This design comes from an exercise in tuning for small area, a short achievable clock period and few clock cycles per item on the open sky130 flow, not from production work.
The RTL was checked by simulation tests, not by an equivalence proof against the original design.
No activity file was given, so power comes from the tool's default toggle rates.

==> design.v <==
module pa_wave_rom (
    input  wire [2:0] sel,
    input  wire [7:0] idx,
    output reg  [7:0] low,
    output reg  [2:0] d0,
    output reg  [2:0] d1,
    output reg  [1:0] dh
);
    wire       h     = idx[7];
    wire [6:0] j     = idx[6:0];
    wire       jz    = (j == 7'd0);
    wire [6:0] q_a   = (j[6] & |j[5:0]) ? (7'd64 - {1'b0, j[5:0]}) : j;
    wire [6:0] q_b   = (h & (jz | (&j))) ? 7'd64 : {1'b0, j[6] ? ~j[5:0] : j[5:0]};
    wire       q_inv = h & !jz;
    wire       q_neg = j[6] ^ h;
    wire       hump  = (idx[7:6] == 2'b00);
    wire [7:0] k     = idx - 8'd64;
    wire [6:0] h_a   = (idx[5] & |idx[4:0]) ? (7'd64 - {1'b0, idx[5:0]}) : {1'b0, idx[5:0]};
    wire [6:0] g_a   = (k > 8'd96) ? (8'd192 - k) : k;
    wire [6:0] h_b   = {2'b00, idx[5] ? ~idx[4:0] : idx[4:0]};
    wire [6:0] g_b   = (k >= 8'd96) ? (8'd191 - k) : k;
    wire       a_neg = hump ? idx[5] : (k >= 8'd96);
    reg  [2:0] tid;
    reg  [6:0] a_lo, a_dl;
    reg        inv, neg;
    always @(*) begin
        if (sel[2] & !sel[1]) begin             
            tid  = hump ? 3'd3 : 3'd4;
            a_lo = hump ? h_a : g_a;
            a_dl = hump ? h_b : g_b;
            inv  = sel[0];
            neg  = a_neg ^ sel[0];
        end else begin                          
            tid  = sel[2] ? 3'd2 : {2'b00, sel[0]};
            a_lo = q_a;
            a_dl = q_b;
            inv  = q_inv;
            neg  = q_neg;
        end
    end
    wire [7:0] t_low;
    wire [5:0] t_dlt;
    pa_wave_tabs u_tabs (.a_lo({tid, a_lo}), .a_dl({tid, a_dl}), .low(t_low), .dlt(t_dlt));
    wire [7:0] s_low = inv ? ~t_low : t_low;
    wire [5:0] s_dlt = t_dlt ^ {neg, 2'b00, neg, 2'b00};
    always @(*) begin
        dh = 2'b00;
        d1 = 3'b000;
        case (sel)
            3'd2: begin                           
                low = {8{~idx[7]}};
                d0  = (&idx[6:0]) ? {idx[7], 2'b01} : 3'b000;
                if (&idx[6:0]) dh = idx[7] ? 2'b01 : 2'b10;
            end
            3'd3: begin                           
                low = idx;
                d0  = 3'b001;
                if (&idx) dh = 2'b10;
            end
            default: begin
                low = s_low;
                d0  = s_dlt[2:0];
                d1  = s_dlt[5:3];
            end
        endcase
    end
endmodule
module pa_interp (
    input  wire [7:0]  low,
    input  wire [2:0]  d0,
    input  wire [2:0]  d1,
    input  wire [1:0]  dh,
    input  wire [15:0] frac,
    output wire [23:0] value
);
    wire [16:0] m0 = d0[1] ? {frac, 1'b0} : d0[0] ? {1'b0, frac} : 17'd0;
    wire [16:0] m1 = d1[1] ? {frac, 1'b0} : d1[0] ? {1'b0, frac} : 17'd0;
    wire [15:0] m2 = (dh[0] | dh[1]) ? frac : 16'd0;
    wire [23:0] r0 = {7'd0, m0} ^ {24{d0[2]}};
    wire [23:0] r1 = {{5'd0, m1} ^ {22{d1[2]}}, 2'b00};
    wire [23:0] r2 = {m2 ^ {16{dh[1]}}, 8'd0};
    assign value = {low, 16'd0} + r0 + r1 + r2 +
                   {15'd0, dh[1], 5'd0, d1[2], 1'b0, d0[2]};
endmodule
module pa_wave_tabs(a_lo, a_dl, low, dlt);
  input [9:0] a_lo;
  wire [9:0] a_lo;
  input [9:0] a_dl;
  wire [9:0] a_dl;
  output [7:0] low;
  wire [7:0] low;
  output [5:0] dlt;
  wire [5:0] dlt;
  wire _0_;
  wire _100_;
  wire _101_;
  wire _102_;
  wire _103_;
  wire _104_;
  wire _105_;
  wire _106_;
  wire _107_;
  wire _108_;
  wire _109_;
  wire _10_;
  wire _110_;
  wire _111_;
  wire _112_;
  wire _113_;
  wire _114_;
  wire _115_;
  wire _116_;
  wire _117_;
  wire _118_;
  wire _119_;
  wire _11_;
  wire _120_;
  wire _121_;
  wire _122_;
  wire _123_;
  wire _124_;
  wire _125_;
  wire _126_;
  wire _127_;
  wire _128_;
  wire _129_;
  wire _12_;
  wire _130_;
  wire _131_;
  wire _132_;
  wire _133_;
  wire _134_;
  wire _135_;
  wire _136_;
  wire _137_;
  wire _138_;
  wire _139_;
  wire _13_;
  wire _140_;
  wire _141_;
  wire _142_;
  wire _143_;
  wire _144_;
  wire _145_;
  wire _146_;
  wire _147_;
  wire _148_;
  wire _149_;
  wire _14_;
  wire _150_;
  wire _151_;
  wire _152_;
  wire _153_;
  wire _154_;
  wire _155_;
  wire _156_;
  wire _157_;
  wire _158_;
  wire _159_;
  wire _15_;
  wire _160_;
  wire _161_;
  wire _162_;
  wire _163_;
  wire _164_;
  wire _165_;
  wire _166_;
  wire _167_;
  wire _168_;
  wire _169_;
  wire _16_;
  wire _170_;
  wire _171_;
  wire _172_;
  wire _173_;
  wire _174_;
  wire _175_;
  wire _176_;
  wire _177_;
  wire _178_;
  wire _179_;
  wire _17_;
  wire _180_;
  wire _181_;
  wire _182_;
  wire _183_;
  wire _184_;
  wire _185_;
  wire _186_;
  wire _187_;
  wire _188_;
  wire _189_;
  wire _18_;
  wire _190_;
  wire _191_;
  wire _192_;
  wire _193_;
  wire _194_;
  wire _195_;
  wire _196_;
  wire _197_;
  wire _198_;
  wire _199_;
  wire _19_;
  wire _1_;
  wire _200_;
  wire _201_;
  wire _202_;
  wire _203_;
  wire _204_;
  wire _205_;
  wire _206_;
  wire _207_;
  wire _208_;
  wire _209_;
  wire _20_;
  wire _210_;
  wire _211_;
  wire _212_;
  wire _213_;
  wire _214_;
  wire _215_;
  wire _216_;
  wire _217_;
  wire _218_;
  wire _219_;
  wire _21_;
  wire _220_;
  wire _221_;
  wire _222_;
  wire _223_;
  wire _224_;
  wire _225_;
  wire _226_;
  wire _227_;
  wire _228_;
  wire _229_;
  wire _22_;
  wire _230_;
  wire _231_;
  wire _232_;
  wire _233_;
  wire _234_;
  wire _235_;
  wire _236_;
  wire _237_;
  wire _238_;
  wire _239_;
  wire _23_;
  wire _240_;
  wire _241_;
  wire _242_;
  wire _243_;
  wire _244_;
  wire _245_;
  wire _246_;
  wire _247_;
  wire _248_;
  wire _249_;
  wire _24_;
  wire _250_;
  wire _251_;
  wire _252_;
  wire _253_;
  wire _254_;
  wire _255_;
  wire _256_;
  wire _257_;
  wire _258_;
  wire _259_;
  wire _25_;
  wire _260_;
  wire _261_;
  wire _262_;
  wire _263_;
  wire _264_;
  wire _265_;
  wire _266_;
  wire _267_;
  wire _268_;
  wire _269_;
  wire _26_;
  wire _270_;
  wire _271_;
  wire _272_;
  wire _273_;
  wire _274_;
  wire _275_;
  wire _276_;
  wire _277_;
  wire _278_;
  wire _279_;
  wire _27_;
  wire _280_;
  wire _281_;
  wire _282_;
  wire _283_;
  wire _284_;
  wire _285_;
  wire _286_;
  wire _287_;
  wire _288_;
  wire _289_;
  wire _28_;
  wire _290_;
  wire _291_;
  wire _292_;
  wire _293_;
  wire _294_;
  wire _295_;
  wire _296_;
  wire _297_;
  wire _298_;
  wire _299_;
  wire _29_;
  wire _2_;
  wire _300_;
  wire _301_;
  wire _302_;
  wire _303_;
  wire _304_;
  wire _305_;
  wire _306_;
  wire _307_;
  wire _308_;
  wire _309_;
  wire _30_;
  wire _310_;
  wire _311_;
  wire _312_;
  wire _313_;
  wire _314_;
  wire _315_;
  wire _316_;
  wire _317_;
  wire _318_;
  wire _319_;
  wire _31_;
  wire _320_;
  wire _321_;
  wire _322_;
  wire _323_;
  wire _324_;
  wire _325_;
  wire _326_;
  wire _327_;
  wire _328_;
  wire _329_;
  wire _32_;
  wire _330_;
  wire _331_;
  wire _332_;
  wire _333_;
  wire _334_;
  wire _335_;
  wire _336_;
  wire _337_;
  wire _338_;
  wire _339_;
  wire _33_;
  wire _340_;
  wire _341_;
  wire _342_;
  wire _343_;
  wire _344_;
  wire _345_;
  wire _346_;
  wire _347_;
  wire _348_;
  wire _349_;
  wire _34_;
  wire _350_;
  wire _351_;
  wire _352_;
  wire _353_;
  wire _354_;
  wire _355_;
  wire _356_;
  wire _357_;
  wire _358_;
  wire _359_;
  wire _35_;
  wire _360_;
  wire _361_;
  wire _362_;
  wire _363_;
  wire _364_;
  wire _365_;
  wire _366_;
  wire _367_;
  wire _368_;
  wire _369_;
  wire _36_;
  wire _370_;
  wire _371_;
  wire _372_;
  wire _373_;
  wire _374_;
  wire _375_;
  wire _376_;
  wire _377_;
  wire _378_;
  wire _379_;
  wire _37_;
  wire _380_;
  wire _381_;
  wire _382_;
  wire _383_;
  wire _384_;
  wire _385_;
  wire _386_;
  wire _387_;
  wire _388_;
  wire _389_;
  wire _38_;
  wire _390_;
  wire _391_;
  wire _392_;
  wire _393_;
  wire _394_;
  wire _395_;
  wire _396_;
  wire _397_;
  wire _398_;
  wire _399_;
  wire _39_;
  wire _3_;
  wire _400_;
  wire _401_;
  wire _402_;
  wire _403_;
  wire _404_;
  wire _405_;
  wire _406_;
  wire _407_;
  wire _408_;
  wire _409_;
  wire _40_;
  wire _410_;
  wire _411_;
  wire _412_;
  wire _413_;
  wire _414_;
  wire _415_;
  wire _416_;
  wire _417_;
  wire _418_;
  wire _419_;
  wire _41_;
  wire _420_;
  wire _421_;
  wire _422_;
  wire _423_;
  wire _424_;
  wire _425_;
  wire _426_;
  wire _427_;
  wire _428_;
  wire _429_;
  wire _42_;
  wire _430_;
  wire _431_;
  wire _432_;
  wire _433_;
  wire _434_;
  wire _435_;
  wire _436_;
  wire _437_;
  wire _438_;
  wire _439_;
  wire _43_;
  wire _440_;
  wire _441_;
  wire _442_;
  wire _443_;
  wire _444_;
  wire _445_;
  wire _446_;
  wire _447_;
  wire _448_;
  wire _449_;
  wire _44_;
  wire _450_;
  wire _45_;
  wire _46_;
  wire _47_;
  wire _48_;
  wire _49_;
  wire _4_;
  wire _50_;
  wire _51_;
  wire _52_;
  wire _53_;
  wire _54_;
  wire _55_;
  wire _56_;
  wire _57_;
  wire _58_;
  wire _59_;
  wire _5_;
  wire _60_;
  wire _61_;
  wire _62_;
  wire _63_;
  wire _64_;
  wire _65_;
  wire _66_;
  wire _67_;
  wire _68_;
  wire _69_;
  wire _6_;
  wire _70_;
  wire _71_;
  wire _72_;
  wire _73_;
  wire _74_;
  wire _75_;
  wire _76_;
  wire _77_;
  wire _78_;
  wire _79_;
  wire _7_;
  wire _80_;
  wire _81_;
  wire _82_;
  wire _83_;
  wire _84_;
  wire _85_;
  wire _86_;
  wire _87_;
  wire _88_;
  wire _89_;
  wire _8_;
  wire _90_;
  wire _91_;
  wire _92_;
  wire _93_;
  wire _94_;
  wire _95_;
  wire _96_;
  wire _97_;
  wire _98_;
  wire _99_;
  wire _9_;
  assign _416_ = ~a_lo[9];
  assign _415_ = ~(a_lo[2] | a_lo[3]);
  assign _414_ = a_lo[0] | a_lo[1];
  assign _413_ = _415_ & ~(_414_);
  assign _412_ = a_lo[4] | a_lo[5];
  assign _411_ = _412_ | a_lo[6];
  assign _410_ = _413_ & ~(_411_);
  assign low[7] = _410_ | _416_;
  assign _409_ = _413_ & ~(a_lo[4]);
  assign _408_ = a_lo[5] & ~(_409_);
  assign _407_ = _408_ | a_lo[6];
  assign _406_ = ~a_lo[7];
  assign _405_ = ~a_lo[5];
  assign _404_ = ~a_lo[1];
  assign _403_ = a_lo[2] | a_lo[3];
  assign _402_ = _404_ & ~(_403_);
  assign _401_ = a_lo[4] & ~(_402_);
  assign _400_ = _405_ & ~(_401_);
  assign _399_ = ~(a_lo[2] | a_lo[1]);
  assign _398_ = a_lo[2] & a_lo[1];
  assign _397_ = _398_ | _399_;
  assign _396_ = ~((_397_ | a_lo[3]) & a_lo[4]);
  assign _395_ = _396_ & ~(a_lo[5]);
  assign _394_ = ~(_395_ | _400_);
  assign _393_ = ~((_394_ & _406_) | _407_);
  assign _392_ = _393_ & ~(a_lo[8]);
  assign _391_ = ~(a_lo[0] ^ a_lo[2]);
  assign _390_ = a_lo[3] & ~(_391_);
  assign _389_ = a_lo[3] & ~(_399_);
  assign _388_ = _389_ | _390_;
  assign _387_ = ~((_388_ & _406_) | _412_);
  assign _386_ = a_lo[4] & a_lo[5];
  assign _385_ = _386_ & ~(_402_);
  assign _384_ = _385_ | a_lo[6];
  assign _383_ = ~a_lo[8];
  assign _382_ = ~a_lo[2];
  assign _381_ = a_lo[0] & a_lo[1];
  assign _380_ = _382_ & ~(_381_);
  assign _379_ = a_lo[3] & ~(_380_);
  assign _378_ = _379_ | _412_;
  assign _377_ = ~((_378_ & a_lo[7]) | _383_);
  assign _376_ = ~((_384_ | _387_) & _377_);
  assign _375_ = ~(_376_ & _416_);
  assign low[6] = ~((_375_ | _392_) & (_407_ | low[7]));
  assign _374_ = ~a_lo[4];
  assign _373_ = _402_ | _374_;
  assign _372_ = a_lo[1] ? a_lo[2] : _391_;
  assign _371_ = _372_ | a_lo[3];
  assign _370_ = _371_ & ~(_373_);
  assign _369_ = a_lo[9] & ~(a_lo[6]);
  assign _368_ = a_lo[5] | ~(a_lo[4]);
  assign _367_ = ~(_368_ & _369_);
  assign _366_ = _367_ | _370_;
  assign _365_ = _374_ & ~(_379_);
  assign _364_ = _398_ | a_lo[3];
  assign _363_ = _364_ & _365_;
  assign _362_ = _400_ & ~(_363_);
  assign _361_ = ~(_362_ & a_lo[7]);
  assign _360_ = ~_398_;
  assign _359_ = ~(a_lo[0] & a_lo[1]);
  assign _358_ = a_lo[2] & ~(_359_);
  assign _357_ = _389_ & ~(_358_);
  assign _356_ = _371_ & ~(_357_);
  assign _355_ = _381_ | _415_;
  assign _354_ = _356_ & ~(_355_);
  assign _353_ = _360_ & ~(_354_);
  assign _352_ = _390_ | a_lo[5];
  assign _351_ = ~a_lo[3];
  assign _350_ = _399_ | _351_;
  assign _349_ = a_lo[5] & ~(a_lo[4]);
  assign _348_ = ~_349_;
  assign _347_ = _350_ & ~(_348_);
  assign _346_ = ~(a_lo[7] | a_lo[6]);
  assign _345_ = ~(_346_ & _368_);
  assign _344_ = _373_ & ~(_345_);
  assign _343_ = _344_ & ~(_347_);
  assign _342_ = ~((_352_ | _353_) & _343_);
  assign _341_ = ~((_342_ & _361_) | _383_);
  assign _340_ = _415_ & ~(_381_);
  assign _339_ = _340_ & ~(a_lo[4]);
  assign _338_ = ~((_339_ | _405_) & (_365_ | _394_));
  assign _337_ = _413_ & ~(_349_);
  assign _336_ = _374_ & ~(_413_);
  assign _335_ = _336_ | _406_;
  assign _334_ = ~(a_lo[8] | a_lo[6]);
  assign _333_ = ~((_335_ | _337_) & _334_);
  assign _332_ = ~((_338_ & _406_) | _333_);
  assign _331_ = _332_ | a_lo[9];
  assign low[5] = ~((_331_ | _341_) & (_366_ | _409_));
  assign _330_ = ~_346_;
  assign _329_ = _358_ | a_lo[3];
  assign _328_ = ~((_329_ | _399_) & a_lo[4]);
  assign _327_ = _328_ & ~(_405_);
  assign _326_ = ~((_353_ | a_lo[4]) & _327_);
  assign _325_ = a_lo[1] & a_lo[3];
  assign _324_ = a_lo[0] | ~(a_lo[2]);
  assign _323_ = ~(_324_ & _325_);
  assign _322_ = ~(a_lo[0] | a_lo[1]);
  assign _321_ = _381_ | _322_;
  assign _320_ = ~((_321_ | a_lo[3]) & _323_);
  assign _319_ = ~(a_lo[0] & a_lo[3]);
  assign _318_ = _382_ & ~(_319_);
  assign _317_ = _318_ | ~(_336_);
  assign _316_ = ~((_317_ | _320_) & (_340_ | _374_));
  assign _315_ = ~(_316_ & _405_);
  assign _314_ = ~((_315_ & _326_) | _330_);
  assign _313_ = a_lo[2] ? _404_ : _381_;
  assign _312_ = _313_ & ~(_351_);
  assign _311_ = _312_ | a_lo[4];
  assign _310_ = _351_ & ~(_313_);
  assign _309_ = ~(_310_ | _311_);
  assign _308_ = _309_ | ~(_395_);
  assign _307_ = ~((_308_ & a_lo[7]) | _383_);
  assign _306_ = _307_ & ~(_314_);
  assign _305_ = _391_ | _351_;
  assign _304_ = _305_ & ~(_389_);
  assign _303_ = ~(a_lo[2] & a_lo[3]);
  assign _302_ = ~(_349_ & _303_);
  assign _301_ = _364_ | _374_;
  assign _300_ = ~_303_;
  assign _299_ = ~((_300_ & a_lo[4]) | a_lo[5]);
  assign _298_ = ~(_299_ & _301_);
  assign _297_ = ~((_298_ | _363_) & (_340_ | _302_));
  assign _296_ = a_lo[7] & ~(a_lo[6]);
  assign _295_ = ~_296_;
  assign _294_ = ~((_412_ & _413_) | _295_);
  assign _293_ = ~((_294_ & _304_) | (_297_ & _346_));
  assign _292_ = ~((_293_ | a_lo[8]) & _416_);
  assign _291_ = ~((_347_ | _370_) & _408_);
  assign _290_ = ~a_lo[6];
  assign _289_ = _409_ | a_lo[5];
  assign _288_ = ~((_289_ | a_lo[3]) & _290_);
  assign _287_ = _291_ & ~(_288_);
  assign _286_ = _402_ & ~(_412_);
  assign _285_ = _286_ | _290_;
  assign _284_ = ~(_285_ & a_lo[9]);
  assign low[4] = ~((_284_ | _287_) & (_292_ | _306_));
  assign _283_ = ~a_lo[0];
  assign _282_ = a_lo[0] & a_lo[2];
  assign _281_ = a_lo[1] & ~(_282_);
  assign _280_ = ~((_281_ & a_lo[3]) | (_303_ & _283_));
  assign _279_ = _280_ & ~(_404_);
  assign _278_ = _374_ & ~(_322_);
  assign _277_ = _278_ & ~(_279_);
  assign _276_ = ~(_277_ | _365_);
  assign _275_ = _380_ | ~(_414_);
  assign _274_ = ~(_275_ | _329_);
  assign _273_ = a_lo[2] & ~(_381_);
  assign _272_ = _273_ | _274_;
  assign _271_ = a_lo[5] & ~(_401_);
  assign _270_ = ~((_272_ | _276_) & _271_);
  assign _269_ = a_lo[1] & ~(a_lo[2]);
  assign _268_ = a_lo[3] & ~(a_lo[0]);
  assign _267_ = _303_ & ~(_268_);
  assign _266_ = ~((_267_ | _269_) & a_lo[4]);
  assign _265_ = ~((_266_ | _310_) & _405_);
  assign _264_ = ~((_265_ | _309_) & _406_);
  assign _263_ = _270_ & ~(_264_);
  assign _262_ = ~((_412_ | _403_) & a_lo[7]);
  assign _261_ = _262_ | ~(_372_);
  assign _260_ = ~(_261_ & _334_);
  assign _259_ = _391_ | a_lo[1];
  assign _258_ = ~(a_lo[0] | a_lo[2]);
  assign _257_ = _404_ ? a_lo[0] : _258_;
  assign _256_ = _257_ | ~(_259_);
  assign _255_ = _256_ | _282_;
  assign _254_ = _255_ & ~(_399_);
  assign _253_ = _276_ | ~(_254_);
  assign _252_ = a_lo[1] | a_lo[3];
  assign _251_ = _252_ & ~(_388_);
  assign _250_ = a_lo[4] & ~(_251_);
  assign _249_ = _405_ & ~(_250_);
  assign _248_ = ~((_249_ & _253_) | _406_);
  assign _247_ = _397_ | _351_;
  assign _246_ = _283_ & ~(_402_);
  assign _245_ = _247_ ? _246_ : a_lo[0];
  assign _244_ = ~(_245_ | _412_);
  assign _243_ = a_lo[2] & ~(a_lo[0]);
  assign _242_ = _243_ ^ _404_;
  assign _241_ = _242_ & ~(a_lo[3]);
  assign _240_ = _374_ & ~(_325_);
  assign _239_ = _240_ & ~(_241_);
  assign _238_ = _252_ & ~(_243_);
  assign _237_ = _238_ & ~(_379_);
  assign _236_ = a_lo[4] & ~(_237_);
  assign _235_ = ~((_236_ | _239_) & a_lo[5]);
  assign _234_ = _301_ | ~(_321_);
  assign _233_ = ~((_234_ | a_lo[5]) & _346_);
  assign _232_ = _233_ | ~(_235_);
  assign _231_ = ~((_232_ | _244_) & a_lo[8]);
  assign _230_ = ~((_231_ | _248_) & (_260_ | _263_));
  assign _229_ = a_lo[5] & ~(_379_);
  assign _228_ = _229_ & _370_;
  assign _227_ = ~((_289_ | a_lo[2]) & (_348_ | _356_));
  assign _226_ = ~((_227_ | _228_) & _290_);
  assign _225_ = a_lo[5] | ~(a_lo[6]);
  assign _224_ = ~(_225_ | _402_);
  assign _223_ = ~((_224_ & _365_) | _416_);
  assign low[3] = ~((_223_ & _226_) | (_230_ & _416_));
  assign _222_ = _402_ | ~(_321_);
  assign _221_ = ~(_222_ & _294_);
  assign _220_ = ~(a_lo[4] & a_lo[3]);
  assign _219_ = a_lo[3] & ~(_256_);
  assign _218_ = _219_ | a_lo[5];
  assign _217_ = ~((_218_ & _412_) | (_254_ & _220_));
  assign _216_ = ~((_320_ & _349_) | _330_);
  assign _215_ = ~((_217_ | _327_) & _216_);
  assign _214_ = ~((_215_ & _221_) | a_lo[8]);
  assign _213_ = a_lo[0] & ~(_364_);
  assign _212_ = _213_ | _266_;
  assign _211_ = ~((_277_ | _365_) & (_321_ | _300_));
  assign _210_ = ~((_211_ & _212_) | a_lo[5]);
  assign _209_ = _391_ & ~(a_lo[3]);
  assign _208_ = _209_ & ~(_399_);
  assign _207_ = _268_ | a_lo[4];
  assign _206_ = _209_ | _322_;
  assign _205_ = _206_ | _312_;
  assign _204_ = ~((_205_ | _374_) & (_207_ | _208_));
  assign _203_ = _274_ | _374_;
  assign _202_ = _281_ | _351_;
  assign _201_ = ~((_202_ & _336_) | a_lo[5]);
  assign _200_ = ~((_201_ & _203_) | (_204_ & a_lo[5]));
  assign _199_ = ~((_200_ & _346_) | _383_);
  assign _198_ = ~((_210_ | _406_) & _199_);
  assign _197_ = ~(_198_ & _416_);
  assign _196_ = a_lo[9] & ~(_285_);
  assign _195_ = _312_ | _373_;
  assign _194_ = ~((_372_ & _351_) | _195_);
  assign _193_ = _358_ | a_lo[4];
  assign _192_ = ~((_193_ | _320_) & a_lo[5]);
  assign _191_ = ~((_192_ | _194_) & (_289_ | a_lo[1]));
  assign _190_ = ~((_191_ & _369_) | (_196_ & _362_));
  assign low[2] = ~((_197_ | _214_) & _190_);
  assign _189_ = ~(a_lo[0] | a_lo[3]);
  assign _188_ = a_lo[4] & ~(_189_);
  assign _187_ = ~(_256_ | _282_);
  assign _186_ = ~((_187_ & _351_) | (_388_ & _360_));
  assign _185_ = _323_ & ~(_207_);
  assign _184_ = ~((_185_ & _371_) | (_186_ & _188_));
  assign _183_ = _243_ | _374_;
  assign _182_ = _183_ & _195_;
  assign _181_ = ~(_189_ | _258_);
  assign _180_ = ~((_240_ & _181_) | _406_);
  assign _179_ = ~((_182_ | _354_) & _180_);
  assign _178_ = ~((_184_ | _330_) & _179_);
  assign _177_ = ~((_255_ | a_lo[3]) & (_304_ | _398_));
  assign _176_ = ~((_177_ & _283_) | (_324_ & _404_));
  assign _175_ = ~((_176_ | _318_) & a_lo[4]);
  assign _174_ = ~(a_lo[4] | a_lo[3]);
  assign _173_ = ~(_346_ & a_lo[5]);
  assign _172_ = ~((_174_ & _259_) | _173_);
  assign _171_ = ~((_172_ & _175_) | (_178_ & _405_));
  assign _170_ = _267_ & ~(_320_);
  assign _169_ = ~(_170_ | _183_);
  assign _168_ = ~((_169_ | _277_) & _405_);
  assign _167_ = _246_ & _247_;
  assign _166_ = _269_ | _258_;
  assign _165_ = _166_ | _329_;
  assign _164_ = _350_ & ~(_374_);
  assign _163_ = ~((_164_ & _165_) | _405_);
  assign _162_ = ~((_167_ | _317_) & _163_);
  assign _161_ = ~((_162_ & _168_) | a_lo[7]);
  assign _160_ = a_lo[0] | ~(a_lo[7]);
  assign _159_ = ~((_160_ | _286_) & _334_);
  assign _158_ = ~((_159_ | _161_) & (_171_ | _383_));
  assign _157_ = ~((_234_ & _396_) | _219_);
  assign _156_ = _243_ & ~(_404_);
  assign _155_ = ~((_156_ | _267_) & (_364_ | _283_));
  assign _154_ = ~((_155_ | a_lo[4]) & a_lo[5]);
  assign _153_ = _325_ & _282_;
  assign _152_ = ~((_153_ | _283_) & (_246_ | a_lo[4]));
  assign _151_ = ~((_152_ | a_lo[5]) & (_154_ | _157_));
  assign _150_ = ~(_151_ & _290_);
  assign _149_ = _251_ | _311_;
  assign _148_ = _328_ & ~(_225_);
  assign _147_ = ~((_148_ & _149_) | _416_);
  assign low[1] = ~((_147_ & _150_) | (_158_ & _416_));
  assign _146_ = _255_ | a_lo[3];
  assign _145_ = _153_ | _374_;
  assign _144_ = ~((_242_ & a_lo[3]) | _145_);
  assign _143_ = a_lo[3] & ~(_321_);
  assign _142_ = ~((_143_ | a_lo[4]) & a_lo[5]);
  assign _141_ = ~((_144_ & _146_) | _142_);
  assign _140_ = _205_ & ~(_143_);
  assign _139_ = _280_ & ~(_412_);
  assign _138_ = _346_ & ~(_139_);
  assign _137_ = ~((_140_ | _368_) & _138_);
  assign _136_ = _137_ | _141_;
  assign _135_ = ~(_279_ | _302_);
  assign _134_ = ~((_135_ | _385_) & _324_);
  assign _133_ = _300_ & ~(_281_);
  assign _132_ = _257_ | _412_;
  assign _131_ = _268_ | _368_;
  assign _130_ = ~((_131_ | _166_) & (_132_ | _133_));
  assign _129_ = _130_ | ~(_134_);
  assign _128_ = ~(_188_ & _403_);
  assign _127_ = _128_ | _143_;
  assign _126_ = _350_ & ~(_156_);
  assign _125_ = _126_ | _207_;
  assign _124_ = _125_ & ~(a_lo[5]);
  assign _123_ = _124_ & _127_;
  assign _122_ = ~((_123_ | _406_) & (_129_ | _330_));
  assign _121_ = _383_ & ~(_410_);
  assign _120_ = ~((_121_ & _136_) | (_122_ & a_lo[8]));
  assign _119_ = _276_ | ~(_155_);
  assign _118_ = a_lo[9] & ~(_225_);
  assign _117_ = _118_ & ~(_236_);
  assign _116_ = _386_ & ~(_390_);
  assign _115_ = ~(_116_ & _146_);
  assign _114_ = ~_273_;
  assign _113_ = _351_ ? _114_ : _242_;
  assign _112_ = ~((_414_ & _415_) | _145_);
  assign _111_ = _336_ | a_lo[5];
  assign _110_ = ~((_111_ | _112_) & _369_);
  assign _109_ = ~((_113_ & _349_) | _110_);
  assign _108_ = ~((_109_ & _115_) | (_117_ & _119_));
  assign low[0] = ~((_120_ | a_lo[9]) & _108_);
  assign _107_ = ~(a_dl[7] | a_dl[6]);
  assign _106_ = ~a_dl[4];
  assign _105_ = ~(a_dl[2] | a_dl[0]);
  assign _104_ = ~(a_dl[2] ^ a_dl[0]);
  assign _103_ = ~((_104_ | a_dl[1]) & a_dl[3]);
  assign _102_ = ~((_103_ | _105_) & _106_);
  assign _101_ = ~((_102_ | a_dl[5]) & _107_);
  assign _100_ = ~(a_dl[2] | a_dl[1]);
  assign _99_ = a_dl[3] & ~(_100_);
  assign _98_ = ~a_dl[1];
  assign _97_ = a_dl[0] | ~(a_dl[2]);
  assign _96_ = ~((_97_ | _98_) & _106_);
  assign _95_ = ~((_96_ | _99_) & a_dl[7]);
  assign _94_ = a_dl[8] & ~(a_dl[9]);
  assign _93_ = ~(_94_ & _95_);
  assign dlt[4] = _101_ & ~(_93_);
  assign _92_ = a_dl[9] & ~(a_dl[6]);
  assign _91_ = ~_92_;
  assign _90_ = ~(a_dl[1] | a_dl[3]);
  assign _89_ = a_dl[2] | a_dl[0];
  assign _88_ = _89_ | a_dl[5];
  assign _87_ = _90_ & ~(_88_);
  assign _86_ = _87_ & ~(_91_);
  assign _85_ = ~_86_;
  assign _84_ = a_dl[2] & a_dl[0];
  assign _83_ = ~((_84_ & a_dl[1]) | a_dl[3]);
  assign _82_ = _83_ & a_dl[2];
  assign _81_ = ~(a_dl[2] | a_dl[3]);
  assign _80_ = a_dl[4] & ~(_81_);
  assign _79_ = _80_ & ~(_82_);
  assign _78_ = ~a_dl[3];
  assign _77_ = a_dl[2] | ~(a_dl[0]);
  assign _76_ = ~((_97_ | _98_) & _77_);
  assign _75_ = ~((_76_ | _100_) & _78_);
  assign _74_ = ~(_75_ | _96_);
  assign _73_ = _74_ | _79_;
  assign _72_ = _73_ | _101_;
  assign _71_ = a_dl[0] & ~(a_dl[2]);
  assign _70_ = _71_ | ~(_99_);
  assign _69_ = a_dl[4] & ~(_70_);
  assign _68_ = ~((_69_ | _95_) & a_dl[8]);
  assign _67_ = _72_ & ~(_68_);
  assign _66_ = _67_ | a_dl[9];
  assign _65_ = a_dl[3] & ~(_71_);
  assign _64_ = a_dl[2] & ~(a_dl[0]);
  assign _63_ = ~((_64_ & a_dl[1]) | _71_);
  assign _62_ = _98_ ? _84_ : _64_;
  assign _61_ = ~((_62_ | _90_) & _63_);
  assign _60_ = ~((_61_ & _65_) | a_dl[4]);
  assign _59_ = a_dl[5] & ~(_60_);
  assign _58_ = _90_ & ~(_77_);
  assign _57_ = _59_ & ~(_58_);
  assign _56_ = _57_ | ~(_107_);
  assign _55_ = ~a_dl[7];
  assign _54_ = _78_ & ~(_63_);
  assign _53_ = _54_ | _102_;
  assign _52_ = a_dl[4] & ~(_105_);
  assign _51_ = ~((_65_ | _83_) & _52_);
  assign _50_ = _51_ & ~(a_dl[5]);
  assign _49_ = ~((_50_ & _53_) | a_dl[6]);
  assign _48_ = ~((_49_ & _87_) | _55_);
  assign _47_ = _48_ | a_dl[8];
  assign _46_ = a_dl[6] | a_dl[9];
  assign _45_ = _46_ | _47_;
  assign _44_ = _56_ & ~(_45_);
  assign dlt[3] = ~((_44_ | _66_) & _85_);
  assign _43_ = ~a_dl[9];
  assign _42_ = ~(a_dl[1] & a_dl[3]);
  assign _41_ = _105_ & ~(_42_);
  assign _40_ = ~(a_dl[4] | a_dl[5]);
  assign _39_ = ~((_40_ & _41_) | _56_);
  assign _38_ = ~((_39_ | _47_) & _43_);
  assign _37_ = ~((_70_ & _80_) | _95_);
  assign _36_ = _50_ & _53_;
  assign _35_ = _36_ | a_dl[6];
  assign _34_ = ~a_dl[5];
  assign _33_ = _74_ | _34_;
  assign _32_ = ~_84_;
  assign _31_ = ~((_42_ | _32_) & _79_);
  assign _30_ = _31_ & ~(_33_);
  assign _29_ = ~((_30_ | _35_) & _55_);
  assign _28_ = _29_ & ~(_37_);
  assign _27_ = a_dl[8] & ~(_28_);
  assign _26_ = _92_ & ~(_87_);
  assign _25_ = _71_ & ~(_42_);
  assign _24_ = ~(_41_ | _54_);
  assign _23_ = ~((_24_ | _106_) & (_25_ | _96_));
  assign _22_ = ~(a_dl[6] & a_dl[9]);
  assign _21_ = _22_ | ~(_23_);
  assign _20_ = _21_ & ~(_26_);
  assign dlt[2] = ~((_27_ | _38_) & _20_);
  assign _19_ = a_dl[3] & ~(_25_);
  assign _18_ = _84_ ? a_dl[1] : _89_;
  assign _17_ = a_dl[0] & ~(_81_);
  assign _16_ = ~((_17_ | _98_) & (_18_ | a_dl[3]));
  assign _15_ = a_dl[0] & ~(_16_);
  assign _14_ = _19_ | ~(_15_);
  assign _13_ = ~((_90_ & _64_) | (_104_ & _106_));
  assign _12_ = ~(_13_ & a_dl[5]);
  assign _11_ = _14_ & ~(_12_);
  assign _10_ = _64_ | _98_;
  assign _9_ = a_dl[0] & ~(a_dl[3]);
  assign _8_ = a_dl[4] & ~(a_dl[5]);
  assign _7_ = ~((_9_ | _10_) & _8_);
  assign _6_ = ~(_7_ | _82_);
  assign _5_ = ~((_6_ & _16_) | _87_);
  assign _4_ = _5_ & ~(_11_);
  assign _3_ = ~_4_;
  assign _2_ = _65_ & ~(_62_);
  assign _1_ = ~((_18_ & _63_) | a_dl[3]);
  assign _0_ = _1_ | _106_;
  assign _450_ = _99_ & ~(_102_);
  assign _449_ = _34_ & ~(_450_);
  assign _448_ = ~((_0_ | _2_) & _449_);
  assign _447_ = ~(_42_ | _84_);
  assign _446_ = _106_ & ~(_105_);
  assign _445_ = ~(_446_ & _61_);
  assign _444_ = ~((_445_ | _447_) & (_6_ | _40_));
  assign _443_ = _105_ | ~(_99_);
  assign _442_ = _443_ & _79_;
  assign _441_ = ~((_442_ | _33_) & _107_);
  assign _440_ = _441_ | _36_;
  assign _439_ = _444_ & ~(_440_);
  assign _438_ = _15_ | ~(_80_);
  assign _437_ = ~((_62_ | _99_) & _106_);
  assign _436_ = _437_ & ~(_55_);
  assign _435_ = ~(_436_ & _438_);
  assign _434_ = ~((_435_ | _37_) & a_dl[8]);
  assign _433_ = ~((_434_ | _439_) & (_448_ | _47_));
  assign dlt[1] = ~((_433_ | _38_) & (_3_ | _91_));
  assign _432_ = _98_ & ~(_104_);
  assign _431_ = _432_ ^ _78_;
  assign _430_ = _431_ | _106_;
  assign _429_ = _430_ & _59_;
  assign _428_ = _448_ & ~(_429_);
  assign _427_ = _19_ | a_dl[4];
  assign _426_ = _75_ & ~(_427_);
  assign _425_ = ~((_32_ | _98_) & _52_);
  assign _424_ = ~((_443_ & _79_) | _425_);
  assign _423_ = ~((_424_ | _426_) & a_dl[5]);
  assign _422_ = ~((_423_ & _444_) | a_dl[6]);
  assign _421_ = _435_ & _94_;
  assign _420_ = ~((_422_ | a_dl[7]) & _421_);
  assign _419_ = ~((_4_ | _91_) & _21_);
  assign _418_ = _420_ & ~(_419_);
  assign dlt[0] = ~((_428_ | _45_) & _418_);
  assign _417_ = ~(_94_ & a_dl[5]);
  assign dlt[5] = ~((_417_ | _72_) & _85_);
endmodule
module pa_fconv #(
    parameter integer KP = 2,           
    parameter integer KF = 6            
) (
    input  wire        clk,
    input  wire        rst,
    input  wire        start,      
    input  wire        is_period,  
    input  wire        is_set,     
    input  wire [31:0] arg,        
    output wire        last,       
    output reg         fin,        
    output reg         fin_set,    
    output wire [23:0] result      
);
    localparam integer KM = (KF > KP) ? KF : KP;
    localparam integer NQ = 24 + KM - 1;          
    localparam [46:0] B = 47'd72057594037927;
    reg          it;         
    reg          per;        
    reg  [4:0]   cyc;        
    reg          sp;         
    reg          sp_max;     
    reg  [23:0]  den;        
    reg  [23:0]  rem;
    reg [NQ-1:0] nq;         
    wire        f_sign = arg[31];
    wire [7:0]  f_exp  = arg[30:23];
    wire [23:0] f_m    = {1'b1, arg[22:0]};
    wire        f_nan  = (&f_exp) && (|arg[22:0]);
    reg         s_sp, s_max;
    reg  [4:0]  s_cyc;
    reg  [2:0]  s_pad;
    reg  [23:0] keep;        
    integer j, n;
    always @(*) begin
        s_cyc = 5'd0;
        s_pad = 3'd0;
        if (!is_period) begin
            s_sp  = f_nan | f_sign | (f_exp >= 8'd136) | (f_exp <= 8'd111);
            s_max = !f_nan & !f_sign & (f_exp >= 8'd136);
            for (n = 0; n < 24; n = n + 1)
                if (f_exp[4:0] == ((112 + n) % 32)) begin
                    s_cyc = n / KF + 1;
                    s_pad = (KF - 1) - (n % KF);
                end
            for (j = 0; j < 24; j = j + 1)
                keep[j] = (f_exp >= 135 - j);
        end else begin
            s_sp  = f_nan | f_sign | (f_exp >= 8'd142) | (f_exp <= 8'd117);
            s_max = !f_nan & (f_sign | (f_exp <= 8'd117));
            for (n = 0; n < 24; n = n + 1)
                if (f_exp[4:0] == ((141 - n) % 32)) begin
                    s_cyc = n / KP + 1;
                    s_pad = (KP - 1) - (n % KP);
                end
            for (j = 0; j < 24; j = j + 1)
                keep[j] = (f_exp <= 118 + j);
        end
    end
    wire [46:0] x_f = {17'd0, f_m[23:18], f_m[17:0], 6'd0};    
    wire [46:0] x_p = B;
    wire [46:0] x   = (is_period ? x_p : x_f) & {23'h7fffff, keep};
    wire [46:0] x_s = x >> s_pad;
    wire [NQ+22:0] x_q = {x, {(KM-1){1'b0}}} >> s_pad;
    assign last = it & (cyc == 5'd1);
    localparam integer KP2 = KP / 2;
    wire [25:0]   d1 = {2'b00, den};
    wire [25:0]   d2 = {1'b0, den, 1'b0};
    reg  [23:0]   pr [0:KP2];
    reg [NQ-1:0]  pq [0:KP2];
    reg  [25:0]   py;
    reg  [26:0]   p1, p2, p3;
    integer i;
    always @(*) begin
        pr[0] = rem;
        pq[0] = nq;
        for (i = 0; i < KP2; i = i + 1) begin
            py = {pr[i], pq[i][NQ-1:NQ-2]};
            p1 = {1'b0, py} - {1'b0, d1};
            p2 = {1'b0, py} - {1'b0, d2};
            p3 = {1'b0, py} - {1'b0, d1} - {1'b0, d2};
            if (!p3[26])      begin pr[i+1] = p3[23:0]; pq[i+1] = {pq[i][NQ-3:0], 2'd3}; end
            else if (!p2[26]) begin pr[i+1] = p2[23:0]; pq[i+1] = {pq[i][NQ-3:0], 2'd2}; end
            else if (!p1[26]) begin pr[i+1] = p1[23:0]; pq[i+1] = {pq[i][NQ-3:0], 2'd1}; end
            else              begin pr[i+1] = py[23:0]; pq[i+1] = {pq[i][NQ-3:0], 2'd0}; end
        end
    end
    localparam integer KF2 = KF / 2;
    reg  [6:0]    fr [0:KF2];
    reg [NQ-1:0]  fq [0:KF2];
    reg  [8:0]    fy;
    integer f;
    always @(*) begin
        fr[0] = rem[6:0];
        fq[0] = nq;
        for (f = 0; f < KF2; f = f + 1) begin
            fy = {fr[f], fq[f][NQ-1:NQ-2]};
            if (fy >= 9'd375)      begin fr[f+1] = fy - 9'd375; fq[f+1] = {fq[f][NQ-3:0], 2'd3}; end
            else if (fy >= 9'd250) begin fr[f+1] = fy - 9'd250; fq[f+1] = {fq[f][NQ-3:0], 2'd2}; end
            else if (fy >= 9'd125) begin fr[f+1] = fy - 9'd125; fq[f+1] = {fq[f][NQ-3:0], 2'd1}; end
            else                   begin fr[f+1] = fy[6:0];     fq[f+1] = {fq[f][NQ-3:0], 2'd0}; end
        end
    end
    always @(posedge clk) begin
        if (rst) begin
            it  <= 1'b0;
            fin <= 1'b0;
        end else begin
            fin <= 1'b0;
            if (!it)
                it <= start;
            else if (cyc == 5'd1) begin
                it  <= 1'b0;
                fin <= 1'b1;
            end
        end
        if (!it) begin
            sp      <= s_sp;
            sp_max  <= s_max;
            fin_set <= is_set;
            per     <= is_period;
            cyc     <= s_sp ? 5'd1 : s_cyc;
            den     <= f_m;
            rem     <= x_s[46:24];
            nq      <= x_q[NQ-1:0];
        end else begin
            rem <= per ? pr[KP2] : {17'd0, fr[KF2]};
            nq  <= per ? pq[KP2] : fq[KF2];
            cyc <= cyc - 5'd1;
        end
    end
    wire [23:0] q = nq[23:0];
    assign result = sp ? (sp_max ? 24'h800000 : 24'd1) :
                    (q[23] & |q[22:0]) ? 24'h800000 :
                    (q == 24'd0) ? 24'd1 : q;
endmodule
module phase_accumulator #(
    parameter integer CONV_KP = 2,    
    parameter integer CONV_KF = 6     
) (
    input  wire        clk,
    input  wire        rst,           
    input  wire        tick_valid,
    output wire        tick_ready,
    input  wire        cmd_valid,
    output wire        cmd_ready,
    input  wire [7:0]  cmd_op,
    input  wire [31:0] cmd_arg,
    output reg         rsp_valid,
    output reg         rsp_err,
    output reg  [31:0] rsp_data
);
    localparam [3:0] K_ZERO  = 4'd0;
    localparam [3:0] K_VALUE = 4'd1;
    localparam [3:0] K_CNT   = 4'd2;
    localparam [3:0] K_INC   = 4'd3;
    localparam [3:0] K_HALF  = 4'd4;
    localparam [3:0] K_ERR   = 4'd5;
    localparam [3:0] K_MINF  = 4'd8;    
    localparam [3:0] K_MAXF  = 4'd9;
    localparam [3:0] K_MINP  = 4'd10;
    localparam [3:0] K_MAXP  = 4'd11;
    reg [23:0] cnt;
    reg [23:0] inc;
    reg [2:0]  sel;
    reg        crdy;
    reg        trdy;
    assign cmd_ready  = crdy;
    assign tick_ready = trdy;
    wire cfire = cmd_valid & crdy;
    wire tfire = tick_valid & trdy;
    reg       d_set_inc, d_set_cnt, d_tick, d_rst_ph, d_set_wave, d_conv;
    reg [3:0] d_kind;
    always @(*) begin
        d_set_inc = 1'b0; d_set_cnt = 1'b0; d_tick = 1'b0; d_rst_ph = 1'b0;
        d_set_wave = 1'b0; d_conv = 1'b0;
        d_kind = K_ZERO;
        case (cmd_op)
            8'h01: d_set_inc  = 1'b1;
            8'h02: d_kind     = K_INC;
            8'h03: d_set_cnt  = 1'b1;
            8'h04: d_kind     = K_CNT;
            8'h05: d_tick     = 1'b1;
            8'h06: d_rst_ph   = 1'b1;
            8'h07: d_kind     = K_HALF;
            8'h10: d_kind     = K_VALUE;
            8'h11: d_set_wave = 1'b1;
            8'h20, 8'h21, 8'h22, 8'h23: d_conv = 1'b1;
            8'h24: d_kind     = K_MINF;
            8'h25: d_kind     = K_MAXF;
            8'h26: d_kind     = K_MINP;
            8'h27: d_kind     = K_MAXP;
            default: d_kind   = K_ERR;
        endcase
    end
    wire        cv_last, cv_fin, cv_fin_set;
    wire [23:0] cv_result;
    pa_fconv #(.KP(CONV_KP), .KF(CONV_KF)) u_fconv (
        .clk       (clk),
        .rst       (rst),
        .start     (cfire & d_conv),
        .is_period (cmd_op[0]),
        .is_set    (cmd_op[1]),
        .arg       (cmd_arg),
        .last      (cv_last),
        .fin       (cv_fin),
        .fin_set   (cv_fin_set),
        .result    (cv_result)
    );
    wire        cv_wr   = cv_fin & cv_fin_set;
    wire [23:0] inc_eff = cv_wr ? cv_result : inc;
    wire [23:0] sum1 = cnt + inc_eff;
    wire [23:0] sum2 = cnt + {inc_eff[22:0], 1'b0};
    wire        c_tick = cfire & d_tick;
    always @(posedge clk) begin
        if (rst) begin
            cnt  <= 24'd0;
            inc  <= 24'd0;
            sel  <= 3'd0;
            crdy <= 1'b1;
            trdy <= 1'b1;
        end else begin
            if (cfire & d_set_cnt)
                cnt <= cmd_arg[23:0];
            else if (cfire & d_rst_ph)
                cnt <= 24'd0;
            else if (tfire & c_tick)
                cnt <= sum2;
            else if (tfire | c_tick)
                cnt <= sum1;
            if (cfire & d_set_inc)
                inc <= cmd_arg[23:0];
            else if (cv_wr)
                inc <= cv_result;
            if (cfire & d_set_wave)
                sel <= (cmd_arg <= 32'd6) ? cmd_arg[2:0] : 3'd0;
            if (cfire & d_conv) begin
                crdy <= 1'b0;
                trdy <= !cmd_op[1];
            end else if (cv_last) begin
                crdy <= 1'b1;
                trdy <= 1'b1;
            end
        end
    end
    reg        r0_v;
    reg [3:0]  r0_k;
    reg        p1_v;
    reg        p1_val;
    reg        p1_err;
    reg [31:0] p1_d;
    wire [7:0]  w_low;
    wire [2:0]  w_d0, w_d1;
    wire [1:0]  w_dh;
    pa_wave_rom u_rom (.sel(sel), .idx(cnt[23:16]), .low(w_low),
                       .d0(w_d0), .d1(w_d1), .dh(w_dh));
    reg [31:0] rd;
    always @(*) begin
        case (r0_k)
            K_VALUE: rd = {w_low, w_d0, w_d1, w_dh, cnt[15:0]};
            K_CNT:   rd = {8'd0, cnt};
            K_INC:   rd = {8'd0, inc};
            K_HALF:  rd = {31'd0, (cnt > 24'h800000)};
            K_MINF:  rd = 32'h387A0000;
            K_MAXF:  rd = 32'h43FA0000;
            K_MINP:  rd = 32'h3B03126F;
            K_MAXP:  rd = 32'h4683126F;
            default: rd = 32'd0;
        endcase
    end
    wire [23:0] value;
    pa_interp u_interp (.low(p1_d[31:24]), .d0(p1_d[23:21]), .d1(p1_d[20:18]),
                        .dh(p1_d[17:16]), .frac(p1_d[15:0]), .value(value));
    always @(posedge clk) begin
        if (rst) begin
            r0_v      <= 1'b0;
            p1_v      <= 1'b0;
            rsp_valid <= 1'b0;
        end else begin
            r0_v      <= cfire & !d_conv;
            p1_v      <= r0_v;
            rsp_valid <= p1_v | cv_fin;
        end
        r0_k   <= d_kind;
        p1_val <= (r0_k == K_VALUE);
        p1_err <= (r0_k == K_ERR);
        p1_d   <= rd;
        if (cv_fin) begin
            rsp_err  <= 1'b0;
            rsp_data <= cv_fin_set ? 32'd0 : {8'd0, cv_result};
        end else begin
            rsp_err  <= p1_err;
            rsp_data <= p1_val ? {8'd0, value} : p1_d;
        end
    end
endmodule
==> flow/run.sh <==
#!/bin/bash
set -euo pipefail
bash standard.sh 'BUFFER_PORTS_ARGS=-buffer_cell sky130_fd_sc_hd__buf_4' SETUP_SLACK_MARGIN=7 finish > standard_flow.log 2>&1
==> standard.sh <==
#!/bin/bash
# synth_recipe.tcl (not shown) runs the flow's synth.tcl, then flattens the netlist and writes it again
# the make line also repeats each setting of config.mk as NAME=value (left out here)
make -C /OpenROAD-flow-scripts/flow DESIGN_CONFIG=/design/flow/config.mk WORK_HOME=/design/flow/orfs CLKGATE_MAP_FILE= SYNTH_SCRIPT=/design/flow/synth_recipe.tcl "${@:-finish}"
==> config.mk <==
export PLATFORM = sky130hd
export DESIGN_NAME = phase_accumulator
export DESIGN_NICKNAME = phase_accumulator
export VERILOG_FILES = /design/flow/design.v
export SDC_FILE = /design/flow/constraint.sdc
export NUM_CORES = 4
export LEC_CHECK = 0
export CAP_MARGIN = 20
export CORE_MARGIN = 2
export CORE_UTILIZATION = 30
export PLACE_DENSITY = 0.5
export SETUP_SLACK_MARGIN = 5
export SLEW_MARGIN = 20
export SYNTH_MEMORY_MAX_BITS = 32768
==> constraint.sdc <==
create_clock -name core_clock -period 12.0 [get_ports {clk}]
set_input_delay 2.4000 -clock core_clock [delete_from_list [all_inputs] [get_ports {clk}]]
set_output_delay 2.4000 -clock core_clock [all_outputs]
set_load 0.01 [all_outputs]
==> results of run 1 <==
==> per-layer routing <==
| metal | wire length [um] | up-vias |
|---|---|---|
| met5 | 0 | - |
| met4 | 2390 | 0 |
| met3 | 5640 | 135 |
| met2 | 39000 | 884 |
| met1 | 42600 | 11500 |
| li1 | - | 11600 |
==> where the power goes <==
group          switching [W]  internal [W]  leakage [nW]
clock               0.000382      0.000547         0.500
sequential         0.0000698      0.000760          1.82
combinational       0.000817      0.000559          9.24
==> flip-flops by register name, indices dropped and copies added, names as in the netlist, 3 cells and up <==
register	cells
u_fconv.nq	29
cnt	24
sel	3
rsp_data	32
u_fconv.cyc	5
u_fconv.rem	24
p1_d	32
r0_k	4
inc	24
u_fconv.den	23
==> stage by stage <==
stage	hold slack, ps	cells	utilization [%]	total power [W]
3_5_place_dp	432	4090	32.2	0.00201
4_1_cts	450	4192	34.8	0.00304
3_3_place_gp	423	4090	32.2	0.00203
5_1_grt	477	4248	36.1	0.00331
2_1_floorplan	411	3118	-	0.00171
6_report	447	4248	36.1	0.00314
==> worst reg2reg max path: stages, from the launching register on <==
cell	delay, ps
sky130_fd_sc_hd__edfxtp_1	400
sky130_fd_sc_hd__inv_2	100
sky130_fd_sc_hd__ha_4	200
sky130_fd_sc_hd__nor2b_4	120
sky130_fd_sc_hd__o31a_1	260
sky130_fd_sc_hd__o41ai_2	280
sky130_fd_sc_hd__o21ai_1	130
sky130_fd_sc_hd__or4_4	450
sky130_fd_sc_hd__a41o_4	270
sky130_fd_sc_hd__nand2_4	80
sky130_fd_sc_hd__o21ai_4	60
sky130_fd_sc_hd__xor2_2	160
sky130_fd_sc_hd__ha_1	340
sky130_fd_sc_hd__a21o_1	200
sky130_fd_sc_hd__a211o_4	360
sky130_fd_sc_hd__a2111oi_4	230
sky130_fd_sc_hd__nor3_2	100
sky130_fd_sc_hd__a31oi_4	190
sky130_fd_sc_hd__nor2b_2	80
sky130_fd_sc_hd__o21ai_1	130
sky130_fd_sc_hd__o21a_1	170
sky130_fd_sc_hd__nand2_4	110
sky130_fd_sc_hd__buf_12	170
sky130_fd_sc_hd__buf_8	130
sky130_fd_sc_hd__mux2i_1	120
sky130_fd_sc_hd__a32oi_1	170
sky130_fd_sc_hd__o31ai_1	100
==> kinds of logic (layout without fill, tap and decap cells) <==
kind of cell	Yosys count	after routing	synth area share (%)
AO/OA/AOI/OAI	1035	1037	29.1
XOR/XNOR	185	185	7.06
adder cells (fa/ha/maj)	230	230	13.2
buffers and inverters	308	396	5.09
flip-flops	214	214	19.5
multiplexers	134	134	5.85
AND/OR/NAND/NOR	1012	1012	20.2
==> worst paths after layout <==
| kind | start | endpoint | slack [ps] | cells past startpoint |
|---|---|---|---|---|
| max reg2reg | u_fconv.den[1] | u_fconv.rem[6] | 6760 | 26 |
| min | r0_v | p1_v | 450 | 1 |
| min reg2reg | r0_v | p1_v | 450 | 1 |
| max | u_fconv.den[1] | u_fconv.rem[6] | 6760 | 26 |
==> cell type report <==
type,count,area (um^2),area share [%]
Tap cell,1040,1300,4.66
Sequential cell,214,4610,16.5
Timing Repair inverter,1,5.00,0.0179
Timing Repair Buffer,215,1740,6.21
Inverter,124,498,1.78
Clock inverter,14,125,0.448
Clock buffer,42,902,3.23
Multi-Input combinational cell,2598,18800,67.2
==> layout by cell type, fill, tap and decap left out, types with 32 or more instances in the layout <==
master,instances
sky130_fd_sc_hd__a22oi_1,49
sky130_fd_sc_hd__and2_1,32
sky130_fd_sc_hd__mux2i_1,109
sky130_fd_sc_hd__a211oi_1,52
sky130_fd_sc_hd__nor2b_1,36
sky130_fd_sc_hd__o21ai_0,205
sky130_fd_sc_hd__a21oi_1,239
sky130_fd_sc_hd__nand2b_1,44
sky130_fd_sc_hd__nor3_1,81
sky130_fd_sc_hd__nand3_1,66
sky130_fd_sc_hd__buf_4,198
sky130_fd_sc_hd__nand2_1,268
sky130_fd_sc_hd__nor2_1,317
sky130_fd_sc_hd__xnor2_1,130
sky130_fd_sc_hd__ha_1,186
sky130_fd_sc_hd__dfxtp_1,158
sky130_fd_sc_hd__xor2_1,42
sky130_fd_sc_hd__inv_1,104
sky130_fd_sc_hd__clkbuf_16,32
sky130_fd_sc_hd__o21ai_1,33
sky130_fd_sc_hd__a21o_1,52
==> timing repair <==
item / 4_1_cts / 5_1_grt
hold endpoints to repair: 0 / 0
gates cloned: 2 / 3
pin swaps: 33 / 53
buffers inserted: 44 / 53
endpoints found under the setup margin: 56 / 51
gates resized for setup: 151 / 140
==> out/metrics.yaml, run 1 <==
status: "complete, no violations"
place_ws_ps: 5740
finalSetupViolCount: 0
timing_hold_violations_final: 0
synth-main-ff-cell: "sky130_fd_sc_hd__dfxtp_1"
timing.critical_path.max_delay_family: "compound AO/OA/AOI/OAI gates"
post_synthesis_net_count: 3392
starting_density_of_the_core_pct: 30.2
slowest_stage: "sky130_fd_sc_hd__or4_4"
detail_route.vias_per_cell: 5.66
sum_of_overflow_across_all_layers_after_global_routing: 0
clock_insertion_delay_worst_skew_ps: 600
finalWorstPathRequiredPeriod_ps: 5240
max_cap_violations: 0
dieWidth_um: 283
routed_wl_mm: 89.7
final_nets: 3458
leakagePower_nw: 11.6
cts_buffer_count: 30
fin_area_mm2: 0.0279
setup.worst_path.start_class: "register"
cts_num_sinks: 214
clock_skew_ps: 35.9
synth_area_mm2: 0.0234
worst_slack_ps: 6760
critical_path_required_ps: 12480
drt-pass1-iter-count: 9
ys_async_sr_fraction_pct: 0
max-slew-margin-rel_pct: 23.9
globalRoute.busiestLayer: "met2"
place_area_mm2: 0.0249
grt_setup_unrepaired: "true"
synth_largest_type_area_fraction_pct: 16.0
clkSlewWorstSetupHoldPaths_ps: 60
layout_worst_path_cycle_share_pct: 43.6
synth_seq_area_share_pct: 19.5
crit_fanout: 6
synth_edf_count: 27
detailroute.via_count: 24100
ys_seq_elements: 214
route.antenna.remaining_nets: 0
fp.dieArea_mm2: 0.0802
syn-instance-count: 3118
grt_pass1_wl_mm: 137
num_io_pins: 80
cts_hold_repair.buffers: 0
worst-endpoint-arrival_ps: 5720
min_path_type: "reg -> reg"
power-per-cell-area_mw_per_mm2: 112
track_usage_pct: 21.1
finalWeightedCongestion: 0.885
floorplan.rows: 102
diodes: 0
gr-usage-met1_pct: 30.9
synth_top_cells_by_count: "323 x sky130_fd_sc_hd__nor2_1, 276 x sky130_fd_sc_hd__nand2_1, 267 x sky130_fd_sc_hd__a21oi_1, 234 x sky130_fd_sc_hd__o21ai_0, 203 x sky130_fd_sc_hd__ha_1"
worst-slew-pin-transition_ps: 1130
synth_area_leader_cell: "sky130_fd_sc_hd__dfxtp_1"
fmaxAchievable_mhz: 191
layout-area-overhead-vs-synth_pct: 19.5
placement.io_buffers: 79
yosysWarningCount: 7
cts_tree: "done"
chipHeight_um: 283
htree_num_levels: 1
cts.root.buffer_cell: "sky130_fd_sc_hd__clkbuf_16"
worst_path_buffer_plus_inverter_count: 3
synthMostInstantiatedCell: "sky130_fd_sc_hd__nor2_1"
fillers: 8232
first_global_vias: 22700
crit_path_end_kind: "register"
place_hpwl_mm: 65.1
max-clock-path-buffers: 3
route.detailed.wl_per_inst_um: 21.1
final_max_slew_viol_count: 0
post_synth_main_area_contributors: "sky130_fd_sc_hd__dfxtp_1 16%, sky130_fd_sc_hd__ha_1 11%, sky130_fd_sc_hd__a21oi_1 5.7%"
grt_util_met2_pct: 32.7
post-route-drc-count: 0
cpPeakStageDelay_ps: 450
syn-mean-instance-area_um2: 7.50
drtIter0Drc: 2378
tns_ps: 0
grt_start_max_net_pins: 60
max-vdd-ir-drop_uv: 106
core_area_mm2: 0.0773
antenna_found_initial: 2
fraction_of_layout_instances_using_a_drive_strength_above_1_pct: 17.4
critical_path_class: "reg -> reg"
groute.layer.met3.usage_pct: 2.41
count_of_unique_library_cells_instantiated_by_yosys: 108
Testbench counts, summed over its fixed seeds: cycles 35,512, cmds 24,000.
==> run 2: changes to the inputs <==
--- a/design.v
+++ b/design.v
@@ -1221,8 +1221,9 @@
     wire        cv_wr   = cv_fin & cv_fin_set;
     wire [23:0] inc_eff = cv_wr ? cv_result : inc;
     wire [23:0] sum1 = cnt + inc_eff;
-    wire [23:0] sum2 = cnt + {inc_eff[22:0], 1'b0};
     wire        c_tick = cfire & d_tick;
+    wire        dbl = tfire & c_tick;
+    reg         pend;
     always @(posedge clk) begin
         if (rst) begin
             cnt  <= 24'd0;
@@ -1230,14 +1231,14 @@
             sel  <= 3'd0;
             crdy <= 1'b1;
             trdy <= 1'b1;
+            pend <= 1'b0;
         end else begin
+            pend <= dbl;
             if (cfire & d_set_cnt)
                 cnt <= cmd_arg[23:0];
             else if (cfire & d_rst_ph)
                 cnt <= 24'd0;
-            else if (tfire & c_tick)
-                cnt <= sum2;
-            else if (tfire | c_tick)
+            else if (tfire | c_tick | pend)
                 cnt <= sum1;
             if (cfire & d_set_inc)
                 inc <= cmd_arg[23:0];
@@ -1248,7 +1249,10 @@
             if (cfire & d_conv) begin
                 crdy <= 1'b0;
                 trdy <= !cmd_op[1];
-            end else if (cv_last) begin
+            end else if (dbl) begin
+                crdy <= 1'b0;
+                trdy <= 1'b0;
+            end else if (cv_last | pend) begin
                 crdy <= 1'b1;
                 trdy <= 1'b1;
             end
==> run 2 against run 1 <==
Net effect: power is 3.6% lower; via count is 3.4% lower; clock skew shrank 21 ps; routed wire length decreased by 4.4%; register-to-register slack lost 20 ps; synthesized cell count shrank 2.3%; setup slack worse by 17 ps; hold slack is essentially flat; combinational power decreased by 4%; sequential power about the same.
==> out/metrics.yaml, run 2 <==
status: "complete, no violations"
synth_top_family_by_area: "compound AO/OA/AOI/OAI gates"
p_switching_w: 0.00122  # -4.3%
layout-area-overhead-vs-synth_pct: 16.6
internal_power_w: 0.00181  # -3.1%
yosys.area_share.xor_xnor_pct: 6.45  # -0.60 points
cp_dominant_cell_by_count: "sky130_fd_sc_hd__o211ai_1"
grt_util_met2_pct: 37.0  # +4.3 points
crit_fanout: 20  # +14
total_power_w: 0.00302  # -3.6%
cts_buffer_count: 28  # -6.7%
diodes: 0  # unchanged
fraction_of_layout_instances_using_a_drive_strength_above_1_pct: 14.2  # -3.2 points
synth_seq_area_share_pct: 20.4  # +0.96 points
place_ws_ps: 5950  # +215 ps
fmaxAchievable_mhz: 190  # -0.33%
netSwitchingFraction_pct: 40.2  # -0.29 points
globalRoute.busiestLayer: "met2"
synth-main-ff-cell: "sky130_fd_sc_hd__dfxtp_1"
max-clock-path-buffers: 3  # unchanged
synth_area_leader_cell: "sky130_fd_sc_hd__dfxtp_1"
biggestRegsByFlops: "p1_d (32), rsp_data (32), u_fconv.nq (29)"
comb_power_share_pct: 43.8  # about the same
chipHeight_um: 277  # -2.1%
compound_gate_portion_of_the_synthesized_area_pct: 28.1  # -1.0 points
min_path_type: "reg -> reg"
grt_pass1_wl_mm: 131  # -4.1%
fin_area_mm2: 0.0261  # -6.5%
cts_num_sinks: 215  # +0.47%
leakagePower_nw: 10.5  # -8.9%
max-slew-margin-rel_pct: 23.1  # -0.77 points
final_max_slew_viol_count: 0  # unchanged
first_global_vias: 22000  # -2.8%
starting_density_of_the_core_pct: 30.2  # -0.061 points
ys_seq_elements: 215  # +0.47%
worst-endpoint-arrival_ps: 5690  # -30 ps
groute.layer.met3.usage_pct: 1.61  # -0.80 points
dieWidth_um: 277  # -2.1%
fp.dieArea_mm2: 0.0768  # -4.2%
cpPeakStageDelay_ps: 380  # -70 ps
syn-mean-instance-area_um2: 7.35  # -2.0%
post_synthesis_net_count: 3297  # -2.8%
synth_mux_area_share_pct: 5.92  # +0.065 points
setup.worst_path.start_class: "register"
drtIter0Drc: 2028  # -15%
floorplan.rows: 100  # -2.0%
antenna_found_initial: 0  # -2
tns_ps: 0  # unchanged
crit_path_end_kind: "register"
max-vdd-ir-drop_uv: 103  # -3.0%
clock_insertion_delay_worst_skew_ps: 570  # -30 ps
power_frac_seq_pct: 27.4  # +0.9 points
detail_route.vias_per_cell: 5.72  # +1.1%
synth_top_cells_by_count: "329 x sky130_fd_sc_hd__nor2_1, 328 x sky130_fd_sc_hd__nand2_1, 256 x sky130_fd_sc_hd__o21ai_0, 245 x sky130_fd_sc_hd__a21oi_1, 188 x sky130_fd_sc_hd__dfxtp_1"
post_synth_main_area_contributors: "sky130_fd_sc_hd__dfxtp_1 17%, sky130_fd_sc_hd__ha_1 10%, sky130_fd_sc_hd__o21ai_0 5.7%"
num_io_pins: 80  # unchanged
slowest_stage: "sky130_fd_sc_hd__fa_2"
whs_ps: 447  # +0.230 ps
route.detailed.wl_per_inst_um: 21.1  # about the same
critical_path_class: "reg -> reg"
r2r-start: "u_fconv.nq[27]"
clkSlewWorstSetupHoldPaths_ps: 60  # about the same
cts_tree: "done"
layout.cells.most_common: "sky130_fd_sc_hd__nand2_1"
placement.io_buffers: 79  # unchanged
synth_area_mm2: 0.0224  # -4.3%
worst-slew-pin-transition_ps: 1150  # +23.5 ps
finalWeightedCongestion: 0.929  # +5.0%
layout_worst_path_cycle_share_pct: 43.8  # +0.15 points
syn-instance-count: 3046  # -2.3%
place_area_mm2: 0.0238  # -4.4%
htree_num_levels: 1  # unchanged
synthSimpleGateAreaFrac_pct: 21.4  # +1.2 points
critical_path_required_ps: 12440  # -40 ps
detailroute.via_count: 23200  # -3.4%
route.antenna.remaining_nets: 0  # unchanged
finalSetupViolCount: 0  # unchanged
synth_edf_count: 27  # unchanged
max_cap_violations: 0  # unchanged
post-route-drc-count: 0  # unchanged
grt_start_max_net_pins: 60  # unchanged
grt_setup_unrepaired: "true"
timing_hold_violations_final: 0  # unchanged
final_nets: 3321  # -4.0%
synth_largest_type_area_fraction_pct: 16.8  # +0.80 points
yosysWarningCount: 7  # unchanged
power-per-cell-area_mw_per_mm2: 116  # +3.1%
worst_slack_ps: 6750  # -17.4 ps
pwr-share-clk_pct: 28.8  # -0.8 points
cts.root.buffer_cell: "sky130_fd_sc_hd__clkbuf_16"
count_of_unique_library_cells_instantiated_by_yosys: 90  # -17%
routed_wl_mm: 85.7  # -4.4%
finalWorstPathRequiredPeriod_ps: 5250  # +17.4 ps
critPathLaunch: "u_fconv.nq[27]"
core_area_mm2: 0.0742  # -4.1%
drt-pass1-iter-count: 6  # -3
sum_of_overflow_across_all_layers_after_global_routing: 0  # unchanged
clock_skew_ps: 14.9  # -21.1 ps
place_hpwl_mm: 62.2  # -4.5%
post_synth_fa_ha_maj_area_fraction_pct: 12.4  # -0.73 points
ys_async_sr_fraction_pct: 0  # unchanged
track_usage_pct: 21.3  # +0.11 points
hold_start: "r0_v"
synthMostInstantiatedCell: "sky130_fd_sc_hd__nor2_1"
gr-usage-met1_pct: 27.5  # -3.5 points
layout_common_cells: "325 x sky130_fd_sc_hd__nand2_1, 323 x sky130_fd_sc_hd__nor2_1, 232 x sky130_fd_sc_hd__o21ai_0"
==> run 2: cell count changes in the layout (fill, tap and decap cells not counted), moves of 13 or more <==
cell                      delta
sky130_fd_sc_hd__a22oi_1    -21
sky130_fd_sc_hd__buf_4      -25
sky130_fd_sc_hd__o21ai_0    +27
sky130_fd_sc_hd__or2_2      -13
sky130_fd_sc_hd__nand2_1    +57
sky130_fd_sc_hd__o21ai_1    -14
sky130_fd_sc_hd__a31oi_1    +14
sky130_fd_sc_hd__ha_1       -17
==> run 2: layout make-up <==
cell class | count | area, um^2
repair buffers | 182 | 1460
well taps | 969 | 1210
multi-input cells | 2523 | 17400
fillers | 7868 | 48100
clock buffers | 39 | 836
clock inverters | 12 | 104
inverters | 119 | 473
flip-flops and latches | 215 | 4660
repair inverters | 1 | 5.00
==> run 2: cell families (layout without fill, tap and decap cells) <==
kind of cell,after synthesis,count (layout)
AO/OA/AOI/OAI,977,978
AND/OR/NAND/NOR,1043,1043
buffers and inverters,309,353
adder cells (fa/ha/maj),207,207
multiplexers,130,130
flip-flops,215,215
XOR/XNOR,165,165
==> run 2: path summary, 6_finish.rpt <==
| path | endpoint | slack (ps) | cells past startpoint |
|---|---|---|---|
| min | p1_v | 450 | 1 |
| max reg2reg | u_fconv.rem[3] | 6750 | 28 |
| max | u_fconv.rem[3] | 6750 | 28 |
| min reg2reg | p1_v | 450 | 1 |
==> run 2: power by group through the flow <==
stage	sequential (W)	combinational (W)	clock, W
floorplan	0.000803	0.000896	0
global placement	0.000840	0.00118	0
detailed placement	0.000840	0.00117	0
CTS	0.000825	0.00123	0.000890
global route	0.000832	0.00144	0.000918
finish	0.000827	0.00132	0.000871
==> run 2: repair_timing <==
action	in CTS	in global routing
cloned	3	1
pin swaps	22	47
buffers inserted	34	32
hold buffers	0	0
resized for setup	98	125
setup endpoints to repair	67	49
==> run 2: metal layers <==
layer | share of wire (%) | wire length [um]
met5 | 0 | 0
met4 | 3.7 | 3190
met2 | 48 | 41400
met3 | 5.2 | 4460
met1 | 43 | 36700
==> run 2: metrics by stage <==
| step | util, % | std cells |
|---|---|---|
| global placement | 32.1 | 3939 |
| global route | 35.2 | 4060 |
| finish | 35.2 | 4060 |
| CTS | 34.2 | 4027 |
| detailed placement | 32.1 | 3939 |
| floorplan | - | 3046 |
==> run 2: critical path: cells and delay by family (launching register included) <==
kind / cells / cell delay, ps
simple gates: 5 / 600
buf+inv: 4 / 560
fa+ha+maj: 3 / 860
compound gates: 15 / 2540
mux: 1 / 180
flops: 1 / 360
Testbench counts of run 2, summed over its fixed seeds: cycles 35,587, cmds 24,000.

what the ideal ports hide:
How much do the figures lean on ideal ports? The routed layouts below were timed once more, with nothing changed but the port constraints. Step 1 assumes that a clkbuf_16 drives the clock port and a buf_2 every other input. Step 2 moves the port delays by t, midway between the first and last clock arrival at a register: inputs arrive t later, outputs are due t later. That takes back most of the time a late clock gives input paths. Three values: ideal ports, drivers, drivers and shift; two values: the first two.
run	t (ns)	setup slack, ns	worst hold slack (ns)
run 1	0.651	6.764 / 6.764 / 6.602	0.447 / 0.447 / 0.447
run 2	0.622	6.747 / 6.747 / 6.617	0.447 / 0.447 / 0.447
After both steps every run listed still meets setup and hold. The setup slack of run 1, which loses most, moves by 0.000 ns with the drivers and by -0.162 ns with both steps.
